From an optimization exercise on the open Yosys and OpenROAD flow, aimed at small area, a short achievable clock period and few clock cycles; shortcuts taken in it are not production practice. In this exercise RTL edits were held to simulation tests only and were not proved equivalent to the original.

==> flow/design.v (excerpt) <==
module ofdmtx_enc (
    input  wire        clk,
    input  wire        rst,
    input  wire        start_valid,
    output wire        start_ready,
    input  wire [7:0]  cfg_rb,      
    input  wire [11:0] cfg_len,     
    input  wire [6:0]  cfg_seed,    
    input  wire        in_valid,
    output wire        in_ready,
    input  wire [7:0]  in_data,
    output wire        out_valid,
    input  wire        out_ready,
    output wire [5:0]  out_data,
    output wire        out_last,
    output wire        out_err
);
    function [2:0] cost;
        input [1:0] code;
        case (code)
            2'd0: cost = 3'd1;
            2'd1: cost = 3'd2;
            2'd2: cost = 3'd4;
            default: cost = 3'd6;
        endcase
    endfunction
    localparam [1:0] F_IDLE = 2'd0, F_DEC = 2'd1, F_FILL = 2'd2, F_ERR = 2'd3;
    reg [1:0]   fstate;
    reg [7:0]   f_rb;
    reg [11:0]  f_rem;       
    reg [6:0]   scr;         
    reg         f_tdone;     
    reg         f_first;     
    reg [4:0]   f_row;       
  ...
For scale: ~260 flip-flops.
export LEC_CHECK = 0
export CAP_MARGIN = 20
export CORE_MARGIN = 2
export CORE_UTILIZATION = 40
export CTS_CLUSTER_DIAMETER = 70
export CTS_CLUSTER_SIZE = 35
export SLEW_MARGIN = 20
create_clock -name core_clock -period 20.0 [get_ports {clk}]
standard.sh (not shown) runs the stock make flow with config.mk's settings and CLKGATE_MAP_FILE= SYNTH_SCRIPT=/design/flow/synth_recipe.tcl, a recipe that flattens the netlist after the stock synthesis.
==> flow/flow/run.sh <==
#!/bin/bash
# The standard layout (the standard.sh: standard synthesis, then ORFS to
# finish), with two changes to how it is made:
#  - ORFS's own setup repair is asked to leave a slack margin, so that its
#    sizing passes also shorten the paths that already meet the 20 ns clock;
#  - the port buffers that buffer_ports inserts on every input and output are
#    plain buf_1 cells rather than the default pick (a delay buffer).
# The clock, the constraints and every other step are the standard ones.
set -euo pipefail
bash standard.sh SETUP_SLACK_MARGIN=15.0 "BUFFER_PORTS_ARGS=-buffer_cell sky130_fd_sc_hd__buf_1" finish > standard_finish.log 2>&1
The first run went through all stages and came out clean.
Testbench counts at the start, summed over its fixed seeds: cycles 75,348.
==> next run, changes <==
--- a/flow/design.v
+++ b/flow/design.v
@@ -41,24 +41,25 @@
     reg         ir_q;        
     reg         bv;          
     reg [7:0]   bd;
     reg [149:0] R;
     reg         r_act, r_err, r_last;
     reg [3:0]   f_g;         
     reg [3:0]   r_g;         
     reg [3:0]   r_c;         
     reg [4:0]   r_q;         
     reg [1:0]   r_blk;
     reg [3:0]   r_sc;
     reg [2:0]   r_d;         
+    reg         r_sh;        
     reg         o_v, o_last, o_err;
     reg [5:0]   o_d;
     reg         k_v, k_last, k_err;
     reg [5:0]   k_d;
     assign start_ready = sr_q;
     assign in_ready    = ir_q;
     assign out_valid   = o_v;
     assign out_data    = o_d;
     assign out_last    = o_last;
     assign out_err     = o_err;
     reg [7:0] scr_bits;
     reg [6:0] scr8;
@@ -135,31 +136,33 @@
     wire [5:0] lo = U[6*qg +: 6];
     wire [5:0] hi = U[6*qg + 6 +: 6];
     wire hi_next = (r_g[2] && qg == 2'd1) || (r_g[3] && qg == 2'd2);
     wire [5:0] lop = perm6(lo, r_g[2], r_g[3], r_c[0], r_cm3);
     wire [5:0] hip = perm6(hi, r_g[2], r_g[3], hi_next ? !r_c[0] : r_c[0], hi_next ? ncm3 : r_cm3);
     wire [11:0] W  = {hip, lop} >> qm;
     wire [5:0] beat_d = W[5:0] & {{2{r_d[2] & r_d[1]}}, {2{r_d[2]}}, !r_d[0], 1'b1};
     wire sym_end   = (r_blk == 2'd3) && (r_sc == 4'd11);
     wire beat_last = r_err || (r_last && sym_end);
     wire produce   = r_act && !k_v;
     wire done      = produce && (r_err || sym_end);
     wire pickup    = full && (!r_act || done);
+    wire shift     = produce && r_sh;
     wire [4:0] qd      = r_q + {2'b00, r_d};
     wire       xcol    = (qd >= r_ncol);
     wire [4:0] q_adv   = xcol ? qd - r_ncol : qd;
     wire [3:0] c_adv   = xcol ? r_c + 4'd1 : r_c;
     wire [1:0] blk_n1  = r_blk + 2'd1;
     wire [2:0] d_adv   = (r_sc == 4'd11) ? cost(f_rb[2*blk_n1 +: 2]) : r_d;
-    wire       shift   = produce && !r_err && xcol && r_c[0] && (r_c != 4'd15);
+    wire [4:0] qd_adv  = q_adv + {2'b00, d_adv};
+    wire       sh_adv  = (qd_adv >= r_ncol) && c_adv[0] && (c_adv != 4'd15);
     wire       r_act_n = pickup || (r_act && !done);
     wire [4:0] r_q_n   = pickup ? 5'd0 : (produce && !r_err) ? q_adv : r_q;
     wire [3:0] r_c_n   = pickup ? 4'd0 : (produce && !r_err) ? c_adv : r_c;
     reg [1:0] fstate_n;
     reg       full_n;
     always @* begin
         fstate_n = fstate;
         full_n   = full;
         case (fstate)
             F_IDLE: if (start_valid && sr_q) fstate_n = F_DEC;
             F_DEC:  fstate_n = g_ok ? F_FILL : F_ERR;
             F_FILL: if (wr && row_lastc) begin
@@ -265,25 +268,27 @@
                 full_last <= f_tdone || row_tail;
             end else begin
                 f_row <= f_row + 5'd1;
             end
         end
         if (pickup) begin
             r_err  <= full_err;
             r_last <= full_last;
             r_g    <= f_g;
             r_blk  <= 2'd0;
             r_sc   <= 4'd0;
             r_d    <= cost(f_rb[1:0]);
+            r_sh   <= 1'b0;
         end else if (produce && !r_err) begin
             r_d  <= d_adv;
+            r_sh <= sh_adv;
             if (r_sc == 4'd11) begin
                 r_sc  <= 4'd0;
                 r_blk <= blk_n1;
             end else begin
                 r_sc <= r_sc + 4'd1;
             end
         end
         r_q <= r_q_n;
         r_c <= r_c_n;
     end
 endmodule
=> Wire length goes up by 2.2%. Sequential share of layout area fell by 1.3 points. Final area came out higher by 3.3%. Clock skew goes up by 0.0090 ns. Utilization rises by 1.0 points.
Testbench counts after the change, summed over its fixed seeds: cycles 75,348.

-- port drivers added, routing unchanged --
Ports are ideal in the flow. The routed layouts listed here were re-timed in OpenROAD.
Step 1: set_driving_cell puts a clkbuf_16 on clk and a buf_2 on each other input, an assumption about the parent block.
Step 2 times the ports against the registers' clock, not the clock port: input delays grow and output delays shrink by t, the midpoint of the rising clock arrivals with the driver on.
Three values: no drivers, after step 1, after step 2; two values: the first two.
run | t, ns | slack for setup (ns) | hold slack, ns
the first run | 0.563 | 14.971 / 14.920 / 14.875 | 0.469 / 0.469 / 0.469
the second run | 0.574 | 14.968 / 14.913 / 14.789 | 0.426 / 0.426 / 0.426
After both steps setup and hold are still met in every run listed. The setup slack of the second run, which loses most, moves by -0.055 ns with the drivers and by -0.179 ns with both steps.
